This is an optimization exercise on Yosys and OpenROAD, whose aim is small area, a short achievable clock period and few clock cycles, not a production implementation. The RTL was checked by simulation tests, not by an equivalence proof against the original design. Power figures rest on the tool's default switching activity, not on a simulated workload.

== job 679 ==
==> flow/design.v (excerpt) <==
module midi_framer (
  input  wire       clk,
  input  wire       rst,         
  input  wire       ev_valid,
  output wire       ev_ready,
  input  wire       ev_idle,     
  input  wire [7:0] ev_byte,
  output wire       wr_valid,
  input  wire       wr_ready,
  output wire [7:0] wr_addr,
  output wire [7:0] wr_data
);
  localparam [1:0] C_OTHER = 2'd0, C_RAW = 2'd1, C_ON = 2'd2, C_OFF = 2'd3;
  localparam [9:0] TC_534 = 10'h05D, TC_536 = 10'h175, TC_998 = 10'h159;
  localparam [2:0] VK_4 = 3'd5, VK_5 = 3'd6, VK_6 = 3'd3, VK_0 = 3'd0;
  reg  [9:0] tc;
  reg  [6:0] te;
  reg        lf;         
  reg        pn;         
  reg  [6:0] vn0, vn1, vn2;
  reg  [2:0] vk0, vk1, vk2;
  reg        sv;
  reg  [1:0] cls;
  reg        cnt;
  reg  [6:0] fn;
  reg        ir_v;
  reg        iw;         
  reg        id1;        
  reg        ir_idle;
  reg  [7:0] ir_b;
  reg        sr;         
  reg        mp;         
  reg        mo;         
  reg        h_v;        
  reg  [6:0] h_a;
  reg  [7:0] h_d;
  reg        hr;         
  reg  [2:0] pm;         
  reg        ap;         
  assign ev_ready = ~((iw & (mp | h_v)) | (id1 & ap));
  assign wr_valid = mo | h_v;
  assign wr_addr  = mo ? 8'h07 : {1'b0, h_a};
  assign wr_data  = mo ? 8'h38 : h_d;
  wire busy = mp | h_v;
  wire proc = ir_v & ~(iw & busy) & ~(id1 & ap);
  wire occ0 = (vn0 != 7'd0), occ1 = (vn1 != 7'd0), occ2 = (vn2 != 7'd0);
  wire [2:0] evm = {occ2 & (vk2 == VK_0), occ1 & (vk1 == VK_0), occ0 & (vk0 == VK_0)};
  wire [6:0] v  = ir_b[6:0];
  wire       vz = (v == 7'd0);
  wire m0 = (vn0 == fn), m1 = (vn1 == fn), m2 = (vn2 == fn);
  wire       mf = m0 | m1 | m2;
  wire [1:0] ms = m0 ? 2'd0 : m1 ? 2'd1 : 2'd2;
  wire       ff = ~occ0 | ~occ1 | ~occ2;
  wire [1:0] fs = ~occ0 ? 2'd0 : ~occ1 ? 2'd1 : 2'd2;
  wire       do_raw   = (cls == C_RAW);
  ...
Size: ~610 cells after synthesis, ~31 I/O pins.
export LEC_CHECK = 0
export CAP_MARGIN = 20
export CORE_MARGIN = 2
export CORE_UTILIZATION = 40
export SLEW_MARGIN = 20
create_clock -name core_clock -period 10.0 [get_ports {clk}]
standard.sh (not shown) runs the stock make flow with config.mk's settings and CLKGATE_MAP_FILE= SYNTH_SCRIPT=/design/flow/synth_recipe.tcl, a recipe that flattens the netlist after the stock synthesis.
==> flow/flow/run.sh <==
#!/bin/bash
# Layout: the standard ORFS flow (standard.sh), with two changes:
#  1. after the standard synthesis, the combinational logic is mapped again by Yosys's
#     default ABC script (flip-flops, their names and cell types are kept as they are);
#  2. repair_timing aims for extra setup slack, and the ports get plain buffers (still
#     one buffer per port, as in the standard flow).
set -euo pipefail
KNOBS=(SETUP_SLACK_MARGIN=7.3 TNS_END_PERCENT=100 MATCH_CELL_FOOTPRINT=0
       "BUFFER_PORTS_ARGS=-buffer_cell sky130_fd_sc_hd__buf_4")
RES=orfs/results/${FLOW_PLATFORM}/midi_framer/base
bash standard.sh "${KNOBS[@]}" synth > flow_synth.log 2>&1
cp $RES/1_2_yosys.v $RES/1_2_yosys_standard.v
LIB=$FLOW_HOME/platforms/${FLOW_PLATFORM}/lib/sky130_fd_sc_hd__tt_025C_1v80.lib
DONT_USE=""
for c in $(grep -o 'sky130_fd_sc_hd__\(probe\|probec\|lpflow\)[a-z0-9_]*' $FLOW_HOME/platforms/${FLOW_PLATFORM}/config.mk); do
  DONT_USE="$DONT_USE -dont_use $c"
done
cat > remap.ys <<EOY
read_liberty -ignore_miss_func $LIB
read_verilog $RES/1_2_yosys_standard.v
hierarchy -top $FLOW_TOP
setattr -mod -set keep_hierarchy 1 sky130_fd_sc_hd__dfxtp_* sky130_fd_sc_hd__edfxtp_* sky130_fd_sc_hd__dfrtp_* sky130_fd_sc_hd__conb_1
flatten
opt_clean -purge
abc -liberty $LIB $DONT_USE
opt_clean -purge
hilomap -singleton -hicell sky130_fd_sc_hd__conb_1 HI -locell sky130_fd_sc_hd__conb_1 LO
opt_clean -purge
select $FLOW_TOP
tee -o remap_stat.txt stat -liberty $LIB
write_verilog -noattr -nohex -nodec -selected $RES/1_2_yosys.v
EOY
yosys -s remap.ys > flow_remap.log 2>&1
rm -f $RES/1_synth.odb $RES/1_synth.sdc
bash standard.sh "${KNOBS[@]}" finish > flow_layout.log 2>&1
Job 679: full flow OK, the timing, design-rule and antenna checks passed
Testbench counts of job 679, summed over its fixed seeds: cycles 233,299.
The following lists how job 9778 was set up differently from job 679:
Settings: setting CTS_BUF_LIST to sky130_fd_sc_hd__clkbuf_8 for the first time.
diff --git a/flow/flow/run.sh b/flow/flow/run.sh
--- a/flow/flow/run.sh
+++ b/flow/flow/run.sh
@@ -8,2 +8,2 @@
-KNOBS=(SETUP_SLACK_MARGIN=7.3 TNS_END_PERCENT=100 MATCH_CELL_FOOTPRINT=0
-       "BUFFER_PORTS_ARGS=-buffer_cell sky130_fd_sc_hd__buf_4")
+KNOBS=(SETUP_SLACK_MARGIN=7 TNS_END_PERCENT=100 MATCH_CELL_FOOTPRINT=0
+       "BUFFER_PORTS_ARGS=-buffer_cell sky130_fd_sc_hd__buf_2")
### Flow results
On achievable frequency, job 679 beats job 9778.
Summary of the comparison: clock network contribution to total cell area is lower in job 9778, relative to job 679.
Cmp job 9778 vs job 679: total non-filler cell area in the finished layout lower in job 9778
[inputs] job 4957 vs job 9778
Settings: ABC_AREA now 1, previously not set; CTS_CLUSTER_SIZE now 40, previously not set.
==> flow/flow/run.sh <==
#!/bin/bash
# Layout: the standard ORFS flow, with repair_timing aiming for extra setup slack
# and plain buffers on the ports (still one buffer per port, as the standard flow).
set -euo pipefail
bash standard.sh \
  SETUP_SLACK_MARGIN=7 \
  TNS_END_PERCENT=100 \
  MATCH_CELL_FOOTPRINT=0 \
  "BUFFER_PORTS_ARGS=-buffer_cell sky130_fd_sc_hd__buf_4" \
  finish > flow_make.log 2>&1
Findings:
Job 4957 ended up with a lower final critical path time including I/O delays and setup than job 9778 did.
[job 4957] combined global-route utilization of all metal layers fell 0.61 points relative to job 9778
From job 9778 to job 4957 the numbers moved as follows: sequential logic power went up, utilization dropped 2.2 points.
The run showing the greater area of combinational cells with multiple inputs is job 4957.
Compared with job 9778, in job 4957 critical path depth down 1; longest individual stage delay on the worst path saw an increase.

-- what the ideal ports hide --
In the flow no input, the clock included, has a driving cell. The finished layouts below were timed again as built, in two steps.
Step 1 assumes that a clkbuf_16 drives the clock port and a buf_2 every other input.
Step 2, shift: input delay + t, output delay - t, t = (earliest + latest rising clock arrival at the registers) / 2. This alone moves slack from input paths to output paths.
a / b / c = ideal / step 1 / step 2; a / b = the first two.
run	shift t [ns]	slack for setup (ns)	slew at the worst register clock pin (ns)	worst data-port slew with drivers (ns)	pins driven straight from the clock port
job 679	0.389	6.862 / 6.823 / 6.590	0.07 / 0.07	0.06	1
job 9778	0.404	6.798 / 6.766 / 6.561	0.10 / 0.10	0.04	1
job 4957	0.415	6.867 / 6.831 / 6.743	0.10 / 0.10	0.04	1
After both steps setup and hold are still met in every run listed. The setup slack of job 679, which loses most, moves by -0.039 ns with the drivers and by -0.272 ns with both steps.
